Source: an optimization exercise on an open RTL-to-GDS flow (aim: small area). Production flows keep margins and buffers that such runs may drop.
Function was checked by simulation only, so behaviour that the tests miss may differ from the original.

==> trial 2: inputs <==
Design pxc_decoder, start of the top module:
module pxc_decoder (
    input             clk,
    input             rst,
    input             start,
    input      [3:0]  op,
    input      [4:0]  fmt,
    input      [10:0] width,
    input      [10:0] height,
    input      [23:0] in_len,
    output            busy,
    output            done,
    output     [2:0]  sel_codec,
    output reg        sel_ov,
    output reg        sel_lr,
    output reg [1:0]  err,
    output reg [10:0] err_info,
    output reg        w_rsvd,
    output reg        w_dim,
    output reg        w_fmt,
    output reg        w_trunc,
    output reg        w_fallback,
    output reg [31:0] hdr,
    output            in_re,
    output     [21:0] in_addr,
    input      [31:0] in_rdata,
    output            pal_re,
    output     [7:0]  pal_raddr,
    input      [31:0] pal_rdata,
    output            pal_we,
    output     [7:0]  pal_waddr,
    output     [31:0] pal_wdata,
    output            out_we,
    output     [21:0] out_addr,
    output     [31:0] out_data
);
export LEC_CHECK = 0
export ABC_AREA = 1
export CAP_MARGIN = 20
export CORE_MARGIN = 2
export CORE_UTILIZATION = 40
export SLEW_MARGIN = 20
create_clock -name core_clock -period 10.0 [get_ports {clk}]
standard.sh (not shown) runs the stock make flow with config.mk's settings and CLKGATE_MAP_FILE= SYNTH_SCRIPT=/design/flow/synth_recipe.tcl, a recipe that flattens the netlist after the stock synthesis.
==> flow/flow/run.sh <==
#!/bin/bash
# The standard layout (standard.sh: the standard synthesis and ORFS flow), with these
# changes to how the layout is built:
#  - global placement buffers every port with the smallest buffer, buf_1, instead of
#    the default choice; every input and output port still gets its own buffer;
#  - placement is not timing driven; the synthesis buffers are removed before it
#    (flow/pre_gpl.tcl), as timing-driven placement would do;
#  - clock tree synthesis builds the tree from clkbuf_16 in clusters of up to 40 sinks and adds no dummy loads;
# make's full output goes to make_finish.log here; each ORFS step keeps its own log
# under orfs/logs.
set -euo pipefail
here=$(pwd)
bash standard.sh \
  "BUFFER_PORTS_ARGS=-buffer_cell sky130_fd_sc_hd__buf_1" \
  "GPL_TIMING_DRIVEN=0" \
  "PRE_GLOBAL_PLACE_TCL=$here/flow/pre_gpl.tcl" \
  "CTS_ARGS=-sink_clustering_enable -repair_clock_nets -dont_use_dummy_load -buf_list sky130_fd_sc_hd__clkbuf_16 -sink_clustering_size 40 -sink_clustering_max_diameter 150" \
  finish > make_finish.log 2>&1
==> flow/flow/pre_gpl.tcl <==
# Before global placement: take out the buffers synthesis inserted (the standard flow
# does this only for timing-driven placement); ports are buffered right after this.
remove_buffers
==> trial 78: changes against trial 2 <==
--- a/flow/design.v
+++ b/flow/design.v
@@ -36,40 +36,39 @@
     localparam [4:0]
         S_IDLE   = 5'd0,
         S_FIN    = 5'd1,
         S_CHK    = 5'd2,     
         S_CHK2   = 5'd3,     
         S_HDR    = 5'd4,     
         S_MUL    = 5'd5,     
-        S_RINIT  = 5'd6,     
-        S_RA2    = 5'd7,     
-        S_RC2    = 5'd8,     
-        S_RC2B   = 5'd9,     
+        S_DEC1   = 5'd6,     
+        S_RINIT  = 5'd7,
+        S_RA2    = 5'd8,     
+        S_RC2    = 5'd9,     
         S_RA3    = 5'd10,    
-        S_RC3    = 5'd11,
-        S_RC3B   = 5'd12,    
-        S_RA4    = 5'd13,    
-        S_RC4    = 5'd14,
-        S_RC4B   = 5'd15,    
-        S_PLINIT = 5'd16,
-        S_PLCHK  = 5'd17,    
-        S_PRD    = 5'd18,    
-        S_PWR    = 5'd19,    
-        S_DINIT  = 5'd20,
-        S_DADD   = 5'd21,    
-        S_PX     = 5'd22,    
-        S_CLO    = 5'd23,    
-        S_R1     = 5'd24,    
-        S_CHI    = 5'd25,    
-        S_R2     = 5'd26,    
-        S_IX     = 5'd27,    
-        S_WR     = 5'd28,    
-        S_END    = 5'd29,
-        S_HR     = 5'd30,    
-        S_HL     = 5'd31;    
+        S_RC3    = 5'd11,    
+        S_RA4    = 5'd12,    
+        S_RC4    = 5'd13,    
+        S_POST   = 5'd14,
+        S_PLINIT = 5'd15,
+        S_PLCHK  = 5'd16,    
+        S_PRD    = 5'd17,    
+        S_PWR    = 5'd18,    
+        S_DINIT  = 5'd19,
+        S_DADD   = 5'd20,    
+        S_PX     = 5'd21,    
+        S_CLO    = 5'd22,    
+        S_R1     = 5'd23,    
+        S_CHI    = 5'd24,    
+        S_R2     = 5'd25,    
+        S_IX     = 5'd26,    
+        S_WR     = 5'd27,    
+        S_END    = 5'd28,
+        S_HR     = 5'd29,    
+        S_HL     = 5'd30;    
     reg [4:0]  state;
     reg [3:0]  op_r;
     reg [4:0]  fmt_r;
     reg [10:0] w_r, h_r;
     reg [23:0] len_r;
     reg [22:0] c;         
     reg [26:0] P;         
@@ -112,17 +111,15 @@
     end
     reg [8:0] kv_lo;
     always @(*) begin
         if (!k_use)     kv_lo = is10 ? 9'd0 : 9'h1FF;
         else if (is10)  kv_lo = {1'b0, k_m1} + 9'd1;
         else            kv_lo = {1'b0, k_m1};
     end
-    wire        rinit = (state == S_RINIT);
-    wire [26:0] kload = rinit ? {21'd0, is10, 5'b00111}
-                              : {{13{~is10 & ~k_use}}, kv_lo, 5'b11111};
+    wire [26:0] kload = {{13{~is10 & ~k_use}}, kv_lo, 5'b11111};
     reg [5:0] step;
     always @(*) begin
         case (state)
             S_PWR:   step = 6'd32;
             S_CLO:   step = 6'd8;
             S_CHI:   step = 6'd8;
             default: begin
@@ -136,43 +133,52 @@
             end
         endcase
     end
     wire p_add_c = (state == S_RA2) || (state == S_RA3) || (state == S_RA4) || (state == S_DADD);
     wire p_load  = (state == S_CHK) || (state == S_RINIT) || (state == S_PLINIT) ||
                    (state == S_DINIT) || (state == S_END);
     wire p_step  = (state == S_PWR) || (state == S_CLO) || (state == S_CHI) || (state == S_WR);
-    wire rcb     = (state == S_RC2B) || (state == S_RC3B) || (state == S_RC4B);
     wire [26:0] p_a = p_load ? 27'd0 : P;
     wire [26:0] p_b = p_add_c ? {{4{c[22]}}, c} :
                       p_load  ? kload :
                       p_step  ? ~{21'd0, step} :
-                                {~len_r, {3{~rcb}}};
+                                {~len_r, 3'b111};
     wire [13:0] p_cy;
     wire [26:0] p_sum;
-    assign p_cy[0] = ~p_load & ~rcb;
+    wire [13:0] p_e;                 
+    assign p_cy[0] = ~p_load;
+    assign p_e[3]  = 1'b1;
     generate for (gi = 0; gi < 13; gi = gi + 1) begin : g_plo
         assign p_cy[gi+1] = (p_a[gi] & p_b[gi]) | (p_a[gi] & p_cy[gi]) | (p_b[gi] & p_cy[gi]);
         assign p_sum[gi]  = ((p_a[gi] | p_b[gi] | p_cy[gi]) & ~p_cy[gi+1]) | (p_a[gi] & p_b[gi] & p_cy[gi]);
+        if (gi >= 3) begin : g_e
+            assign p_e[gi+1] = p_e[gi] & p_sum[gi];
+        end
     end endgenerate
     wire [14:0] q0_cy, q1_cy;
     wire [13:0] q0_sum, q1_sum;
+    wire [14:0] q0_e, q1_e;
     assign q0_cy[0] = 1'b0;
     assign q1_cy[0] = 1'b1;
+    assign q0_e[0]  = 1'b1;
+    assign q1_e[0]  = 1'b1;
     generate for (gi = 0; gi < 14; gi = gi + 1) begin : g_phi
         wire a = p_a[gi+13];
         wire b = p_b[gi+13];
         assign q0_cy[gi+1] = (a & b) | (a & q0_cy[gi]) | (b & q0_cy[gi]);
         assign q0_sum[gi]  = ((a | b | q0_cy[gi]) & ~q0_cy[gi+1]) | (a & b & q0_cy[gi]);
+        assign q0_e[gi+1]  = q0_e[gi] & q0_sum[gi];
         assign q1_cy[gi+1] = (a & b) | (a & q1_cy[gi]) | (b & q1_cy[gi]);
         assign q1_sum[gi]  = ((a | b | q1_cy[gi]) & ~q1_cy[gi+1]) | (a & b & q1_cy[gi]);
+        assign q1_e[gi+1]  = q1_e[gi] & q1_sum[gi];
     end endgenerate
     assign p_sum[26:13] = p_cy[13] ? q1_sum : q0_sum;
     wire p_cout = p_cy[13] ? q1_cy[14] : q0_cy[14];
-    wire pres = ~p_cout;             
-    wire eq   = pres_r & ~p_cout;    
+    wire pres = ~p_cout;                                     
+    wire eq   = p_e[13] & (p_cy[13] ? q1_e[14] : q0_e[14]);  
     wire        mul = (state == S_MUL);
     wire [10:0] c_b = w_r | {11{~mul}};
     wire [11:0] c_cy;
     wire [22:0] c_sum;
     assign c_cy[0] = 1'b0;
     generate for (gi = 0; gi < 11; gi = gi + 1) begin : g_cadd
         assign c_cy[gi+1] = (c[gi] & c_b[gi]) | (c[gi] & c_cy[gi]) | (c_b[gi] & c_cy[gi]);
@@ -262,15 +268,15 @@
                 S_IDLE, S_FIN: begin
                     if (start) begin
                         op_r       <= op;
                         fmt_r      <= fmt;
                         w_r        <= width;
                         h_r        <= height;
                         len_r      <= in_len;
-                        c          <= 23'h7FFFFF;
+                        c          <= 23'd0;
                         codec      <= 3'd0;
                         sel_ov     <= 1'b0;
                         sel_lr     <= 1'b0;
                         err        <= 2'd0;
                         w_rsvd     <= 1'b0;
                         w_dim      <= 1'b0;
                         w_fmt      <= 1'b0;
@@ -305,20 +311,24 @@
                     h_r    <= in_rdata[31:21];
                     w_rsvd <= (in_rdata[7:5] != 3'd0);
                     w_fmt  <= in_rdata[4] | (in_rdata[3] & (in_rdata[2] | (in_rdata[1] & in_rdata[0])));
                     state  <= S_MUL;
                 end
                 S_MUL: begin
                     if (h_zero) begin
-                        state <= S_RINIT;
+                        state <= S_DEC1;
                     end else begin
                         c   <= c_sum;
                         h_r <= h_dec;
                     end
                 end
+                S_DEC1: begin
+                    c     <= c_sum;
+                    state <= S_RINIT;
+                end
                 S_RINIT: begin
                     w_dim <= is10 & c[22];
                     if (op_r[3] | (op_r[2:0] == 3'd0)) begin
                         h_r   <= 11'd15;
                         state <= S_RA2;
                     end else begin
                         codec <= op_r[2:0];
@@ -334,68 +344,60 @@
                     else        h_r   <= h_dec;
                 end
                 S_RA4: begin
                     if (h_zero) state <= S_RC4;
                     else        h_r   <= h_dec;
                 end
                 S_RC2: begin
-                    pres_r <= p_cout;             
-                    state  <= S_RC2B;
-                end
-                S_RC3: begin
-                    pres_r <= p_cout;
-                    state  <= S_RC3B;
-                end
-                S_RC4: begin
-                    pres_r <= p_cout;
-                    state  <= S_RC4B;
-                end
-                S_RC2B: begin
                     if (eq) begin
                         codec  <= 3'd5;
                         sel_ov <= op_r[3] & (fmt_r != 5'd4);
-                        state  <= (op_r == 4'd8) ? S_FIN : S_DINIT;
+                        state  <= S_POST;
                     end else begin
                         h_r    <= 11'd7;
                         state  <= S_RA3;
                     end
                 end
-                S_RC3B: begin
+                S_RC3: begin
                     if (!op_r[3]) begin
                         codec      <= eq ? 3'd6 : 3'd5;
                         w_fallback <= !eq;
-                        state      <= S_DINIT;
+                        state      <= S_POST;
                     end else begin
                         w_fallback <= eq;        
                         h_r        <= 11'd7;
                         state      <= S_RA4;
                     end
                 end
-                S_RC4B: begin
-                    state <= (op_r == 4'd8) ? S_FIN : S_DINIT;
+                S_RC4: begin
+                    state <= S_POST;
                     if (eq) begin
                         codec      <= 3'd7;
                         sel_ov     <= (fmt_r != 5'd5);
                         w_fallback <= 1'b0;
                     end else if (f_idx) begin
                         codec      <= fmt_r[2:0] + 3'd2;
                         w_fallback <= 1'b0;
-                        if (op_r != 4'd8) state <= S_PLINIT;
                     end else if (fmt_r == 5'd4) begin
                         codec      <= w_fallback ? 3'd6 : 3'd5;
                         w_fallback <= !w_fallback;
                     end else if (fmt_r == 5'd5) begin
                         codec      <= 3'd7;
                         w_fallback <= 1'b0;
                     end else begin
                         codec      <= 3'd5;
                         sel_lr     <= 1'b1;
                         w_fallback <= 1'b1;
                     end
                 end
+                S_POST: begin
+                    if (op_r == 4'd8)   state <= S_FIN;
+                    else if (pal)       state <= S_PLINIT;
+                    else                state <= S_DINIT;
+                end
                 S_PLINIT: begin
                     h_r   <= {3'd0, k_m1};
                     state <= S_PLCHK;
                 end
                 S_PLCHK: begin
                     if (!pres) begin
                         err   <= 2'd1;
==> flow/flow/run.sh (replaced) <==
#!/bin/bash
# The standard layout (standard.sh: the standard synthesis and ORFS flow), with two
# changes to how the layout is built:
#  - global placement buffers every port with the smallest buffer, buf_1, instead of
#    the default choice; every input and output port still gets its own buffer;
#  - clock tree synthesis builds the tree from clkbuf_8 and adds no dummy loads.
# make's full output goes to make_finish.log here; each ORFS step keeps its own log
# under orfs/logs.
set -euo pipefail
bash standard.sh \
  "BUFFER_PORTS_ARGS=-buffer_cell sky130_fd_sc_hd__buf_1" \
  "CTS_ARGS=-sink_clustering_enable -repair_clock_nets -dont_use_dummy_load -buf_list sky130_fd_sc_hd__clkbuf_8" \
  finish > make_finish.log 2>&1
- ABC_AREA: 1 -> 0
removed: flow/flow/pre_gpl.tcl
==> trial 26: changes against trial 2 <==
--- a/flow/design.v
+++ b/flow/design.v
@@ -36,40 +36,38 @@
     localparam [4:0]
         S_IDLE   = 5'd0,
         S_FIN    = 5'd1,
         S_CHK    = 5'd2,     
         S_CHK2   = 5'd3,     
         S_HDR    = 5'd4,     
         S_MUL    = 5'd5,     
-        S_RINIT  = 5'd6,     
-        S_RA2    = 5'd7,     
-        S_RC2    = 5'd8,     
-        S_RC2B   = 5'd9,     
+        S_RINIT  = 5'd7,
+        S_RA2    = 5'd8,     
+        S_RC2    = 5'd9,     
         S_RA3    = 5'd10,    
-        S_RC3    = 5'd11,
-        S_RC3B   = 5'd12,    
-        S_RA4    = 5'd13,    
-        S_RC4    = 5'd14,
-        S_RC4B   = 5'd15,    
-        S_PLINIT = 5'd16,
-        S_PLCHK  = 5'd17,    
-        S_PRD    = 5'd18,    
-        S_PWR    = 5'd19,    
-        S_DINIT  = 5'd20,
-        S_DADD   = 5'd21,    
-        S_PX     = 5'd22,    
-        S_CLO    = 5'd23,    
-        S_R1     = 5'd24,    
-        S_CHI    = 5'd25,    
-        S_R2     = 5'd26,    
-        S_IX     = 5'd27,    
-        S_WR     = 5'd28,    
-        S_END    = 5'd29,
-        S_HR     = 5'd30,    
-        S_HL     = 5'd31;    
+        S_RC3    = 5'd11,    
+        S_RA4    = 5'd12,    
+        S_RC4    = 5'd13,    
+        S_POST   = 5'd14,
+        S_PLINIT = 5'd15,
+        S_PLCHK  = 5'd16,    
+        S_PRD    = 5'd17,    
+        S_PWR    = 5'd18,    
+        S_DINIT  = 5'd19,
+        S_DADD   = 5'd20,    
+        S_PX     = 5'd21,    
+        S_CLO    = 5'd22,    
+        S_R1     = 5'd23,    
+        S_CHI    = 5'd24,    
+        S_R2     = 5'd25,    
+        S_IX     = 5'd26,    
+        S_WR     = 5'd27,    
+        S_END    = 5'd28,
+        S_HR     = 5'd29,    
+        S_HL     = 5'd30;    
     reg [4:0]  state;
     reg [3:0]  op_r;
     reg [4:0]  fmt_r;
     reg [10:0] w_r, h_r;
     reg [23:0] len_r;
     reg [22:0] c;         
     reg [26:0] P;         
@@ -112,17 +110,15 @@
     end
     reg [8:0] kv_lo;
     always @(*) begin
         if (!k_use)     kv_lo = is10 ? 9'd0 : 9'h1FF;
         else if (is10)  kv_lo = {1'b0, k_m1} + 9'd1;
         else            kv_lo = {1'b0, k_m1};
     end
-    wire        rinit = (state == S_RINIT);
-    wire [26:0] kload = rinit ? {21'd0, is10, 5'b00111}
-                              : {{13{~is10 & ~k_use}}, kv_lo, 5'b11111};
+    wire [26:0] kload = {{13{~is10 & ~k_use}}, kv_lo, 5'b11111};
     reg [5:0] step;
     always @(*) begin
         case (state)
             S_PWR:   step = 6'd32;
             S_CLO:   step = 6'd8;
             S_CHI:   step = 6'd8;
             default: begin
@@ -136,43 +132,52 @@
             end
         endcase
     end
     wire p_add_c = (state == S_RA2) || (state == S_RA3) || (state == S_RA4) || (state == S_DADD);
     wire p_load  = (state == S_CHK) || (state == S_RINIT) || (state == S_PLINIT) ||
                    (state == S_DINIT) || (state == S_END);
     wire p_step  = (state == S_PWR) || (state == S_CLO) || (state == S_CHI) || (state == S_WR);
-    wire rcb     = (state == S_RC2B) || (state == S_RC3B) || (state == S_RC4B);
     wire [26:0] p_a = p_load ? 27'd0 : P;
     wire [26:0] p_b = p_add_c ? {{4{c[22]}}, c} :
                       p_load  ? kload :
                       p_step  ? ~{21'd0, step} :
-                                {~len_r, {3{~rcb}}};
+                                {~len_r, 3'b111};
     wire [13:0] p_cy;
     wire [26:0] p_sum;
-    assign p_cy[0] = ~p_load & ~rcb;
+    wire [13:0] p_e;                 
+    assign p_cy[0] = ~p_load;
+    assign p_e[3]  = 1'b1;
     generate for (gi = 0; gi < 13; gi = gi + 1) begin : g_plo
         assign p_cy[gi+1] = (p_a[gi] & p_b[gi]) | (p_a[gi] & p_cy[gi]) | (p_b[gi] & p_cy[gi]);
         assign p_sum[gi]  = ((p_a[gi] | p_b[gi] | p_cy[gi]) & ~p_cy[gi+1]) | (p_a[gi] & p_b[gi] & p_cy[gi]);
+        if (gi >= 3) begin : g_e
+            assign p_e[gi+1] = p_e[gi] & p_sum[gi];
+        end
     end endgenerate
     wire [14:0] q0_cy, q1_cy;
     wire [13:0] q0_sum, q1_sum;
+    wire [14:0] q0_e, q1_e;
     assign q0_cy[0] = 1'b0;
     assign q1_cy[0] = 1'b1;
+    assign q0_e[0]  = 1'b1;
+    assign q1_e[0]  = 1'b1;
     generate for (gi = 0; gi < 14; gi = gi + 1) begin : g_phi
         wire a = p_a[gi+13];
         wire b = p_b[gi+13];
         assign q0_cy[gi+1] = (a & b) | (a & q0_cy[gi]) | (b & q0_cy[gi]);
         assign q0_sum[gi]  = ((a | b | q0_cy[gi]) & ~q0_cy[gi+1]) | (a & b & q0_cy[gi]);
+        assign q0_e[gi+1]  = q0_e[gi] & q0_sum[gi];
         assign q1_cy[gi+1] = (a & b) | (a & q1_cy[gi]) | (b & q1_cy[gi]);
         assign q1_sum[gi]  = ((a | b | q1_cy[gi]) & ~q1_cy[gi+1]) | (a & b & q1_cy[gi]);
+        assign q1_e[gi+1]  = q1_e[gi] & q1_sum[gi];
     end endgenerate
     assign p_sum[26:13] = p_cy[13] ? q1_sum : q0_sum;
     wire p_cout = p_cy[13] ? q1_cy[14] : q0_cy[14];
-    wire pres = ~p_cout;             
-    wire eq   = pres_r & ~p_cout;    
+    wire pres = ~p_cout;                                     
+    wire eq   = p_e[13] & (p_cy[13] ? q1_e[14] : q0_e[14]);  
     wire        mul = (state == S_MUL);
     wire [10:0] c_b = w_r | {11{~mul}};
     wire [11:0] c_cy;
     wire [22:0] c_sum;
     assign c_cy[0] = 1'b0;
     generate for (gi = 0; gi < 11; gi = gi + 1) begin : g_cadd
         assign c_cy[gi+1] = (c[gi] & c_b[gi]) | (c[gi] & c_cy[gi]) | (c_b[gi] & c_cy[gi]);
@@ -334,68 +339,60 @@
                     else        h_r   <= h_dec;
                 end
                 S_RA4: begin
                     if (h_zero) state <= S_RC4;
                     else        h_r   <= h_dec;
                 end
                 S_RC2: begin
-                    pres_r <= p_cout;             
-                    state  <= S_RC2B;
-                end
-                S_RC3: begin
-                    pres_r <= p_cout;
-                    state  <= S_RC3B;
-                end
-                S_RC4: begin
-                    pres_r <= p_cout;
-                    state  <= S_RC4B;
-                end
-                S_RC2B: begin
                     if (eq) begin
                         codec  <= 3'd5;
                         sel_ov <= op_r[3] & (fmt_r != 5'd4);
-                        state  <= (op_r == 4'd8) ? S_FIN : S_DINIT;
+                        state  <= S_POST;
                     end else begin
                         h_r    <= 11'd7;
                         state  <= S_RA3;
                     end
                 end
-                S_RC3B: begin
+                S_RC3: begin
                     if (!op_r[3]) begin
                         codec      <= eq ? 3'd6 : 3'd5;
                         w_fallback <= !eq;
-                        state      <= S_DINIT;
+                        state      <= S_POST;
                     end else begin
                         w_fallback <= eq;        
                         h_r        <= 11'd7;
                         state      <= S_RA4;
                     end
                 end
-                S_RC4B: begin
-                    state <= (op_r == 4'd8) ? S_FIN : S_DINIT;
+                S_RC4: begin
+                    state <= S_POST;
                     if (eq) begin
                         codec      <= 3'd7;
                         sel_ov     <= (fmt_r != 5'd5);
                         w_fallback <= 1'b0;
                     end else if (f_idx) begin
                         codec      <= fmt_r[2:0] + 3'd2;
                         w_fallback <= 1'b0;
-                        if (op_r != 4'd8) state <= S_PLINIT;
                     end else if (fmt_r == 5'd4) begin
                         codec      <= w_fallback ? 3'd6 : 3'd5;
                         w_fallback <= !w_fallback;
                     end else if (fmt_r == 5'd5) begin
                         codec      <= 3'd7;
                         w_fallback <= 1'b0;
                     end else begin
                         codec      <= 3'd5;
                         sel_lr     <= 1'b1;
                         w_fallback <= 1'b1;
                     end
                 end
+                S_POST: begin
+                    if (op_r == 4'd8)   state <= S_FIN;
+                    else if (pal)       state <= S_PLINIT;
+                    else                state <= S_DINIT;
+                end
                 S_PLINIT: begin
                     h_r   <= {3'd0, k_m1};
                     state <= S_PLCHK;
                 end
                 S_PLCHK: begin
                     if (!pres) begin
                         err   <= 2'd1;
==> flow/flow/run.sh (replaced) <==
#!/bin/bash
# The standard layout (standard.sh: the standard synthesis and ORFS flow), with these
# changes to how the layout is built:
#  - global placement buffers every port with the smallest buffer, buf_1, instead of
#    the default choice; every input and output port still gets its own buffer;
#  - placement is not timing driven; the synthesis buffers are removed before it
#    (flow/pre_gpl.tcl), as timing-driven placement would do;
#  - clock tree synthesis builds the tree from clkbuf_8 and adds no dummy loads;
# make's full output goes to make_finish.log here; each ORFS step keeps its own log
# under orfs/logs.
set -euo pipefail
here=$(pwd)
bash standard.sh \
  "BUFFER_PORTS_ARGS=-buffer_cell sky130_fd_sc_hd__buf_1" \
  "GPL_TIMING_DRIVEN=0" \
  "PRE_GLOBAL_PLACE_TCL=$here/flow/pre_gpl.tcl" \
  "CTS_ARGS=-sink_clustering_enable -repair_clock_nets -dont_use_dummy_load -buf_list sky130_fd_sc_hd__clkbuf_8" \
  finish > make_finish.log 2>&1
==> flow_summary.toml <==
[yosys]
synth_top_area_share_pct = 27.2
synthXorXnorAreaFrac_pct = 0.750
netlist_instances = 1547
synth_seq_area_share_pct = 35.6
synthAdderAreaFrac_pct = 10.1

[pwr]
powerDensity_nw_per_um2 = 227

[final_layout]
layout_commonest_cell = "nand2_1"
multi_input_area_share_pct = 46.1
final-clk-cell-share_pct = 3.23
utilization_pct = 45.9
regArea_um2 = 4170

[status]
status = "finished clean"

[worst_setup_path]
r2r_start = "state[0]"
r2r-end = "h_r[4]"

[sta]
fin_crit_ns = 9.60

[floorplan]
taps = 384

[placement]
gp_congestion = 0.990

[worst_hold_path]
min_to = "sel_ov"

[routing]
num_vias = 11600
[end of results for trial 2]
==> flow_summary.toml <==
[status]
status = "finished clean"

[pwr]
p_clk_share_pct = 21.3
powerDensity_nw_per_um2 = 139

[final_layout]
layout_commonest_cell = "buf_1"
multi_input_area_share_pct = 45.1
regArea_um2 = 4180
utilization_pct = 45.5
final-clk-cell-share_pct = 1.85

[floorplan]
ios = 307
taps = 378

[yosys]
synth_top_area_share_pct = 28.1
synthAdderAreaFrac_pct = 10.2
netlist_instances = 1432
synth_seq_area_share_pct = 36.8
synthXorXnorAreaFrac_pct = 1.24

[worst_setup_path]
r2r-end = "h_r[10]"
r2r_start = "codec[2]"

[worst_hold_path]
min_to = "w_fmt"

[routing]
num_vias = 11000
[end of results for trial 26]
==> flow_summary.toml <==
[status]
status = "finished clean"

[pwr]
powerDensity_nw_per_um2 = 155

[final_layout]
utilization_pct = 44.9
multi_input_area_share_pct = 49.5
layout_commonest_cell = "buf_1"
final-clk-cell-share_pct = 1.80

[worst_hold_path]
min_to = "hdr[26]"

[placement]
gp_congestion = 0.936

[routing]
num_vias = 11000

[sta]
fin_crit_ns = 9.67

[yosys]
synthAdderAreaFrac_pct = 9.71
synth_top_area_share_pct = 26.9
netlist_instances = 1295

[worst_setup_path]
r2r_start = "state[2]"
[end of results for trial 78]

[afterwards: timing with drivers on the ports]
The flow's constraints put no driver on any port. The routed layouts listed below were extracted and timed again, unchanged, in two steps. Step 1 (the two cells are an assumption about what drives the block):
set clk [get_ports {clk}]
set_driving_cell -lib_cell sky130_fd_sc_hd__clkbuf_16 $clk
set_driving_cell -lib_cell sky130_fd_sc_hd__buf_2 [delete_from_list [all_inputs] $clk]
Step 2, shift: input delay + t, output delay - t, t = (earliest + latest rising clock arrival at the registers) / 2. This alone moves slack from input paths to output paths. Slacks: no drivers / after step 1 / after step 2; pairs: no drivers / after step 1.
run | t, ns | slack for setup (ns) | worst hold slack (ns) | worst data-port slew with drivers (ns) | pins driven straight from the clock port
trial 2 | 0.484 | 0.405 / 0.405 / 0.405 | 0.480 / 0.480 / 0.480 | 0.07 | 1
trial 78 | 0.512 | 0.326 / 0.326 / 0.326 | 0.459 / 0.459 / 0.459 | 0.06 | 1
trial 26 | 0.506 | 0.587 / 0.587 / 0.587 | 0.489 / 0.489 / 0.489 | 0.08 | 1
After both steps every run listed still meets setup and hold.
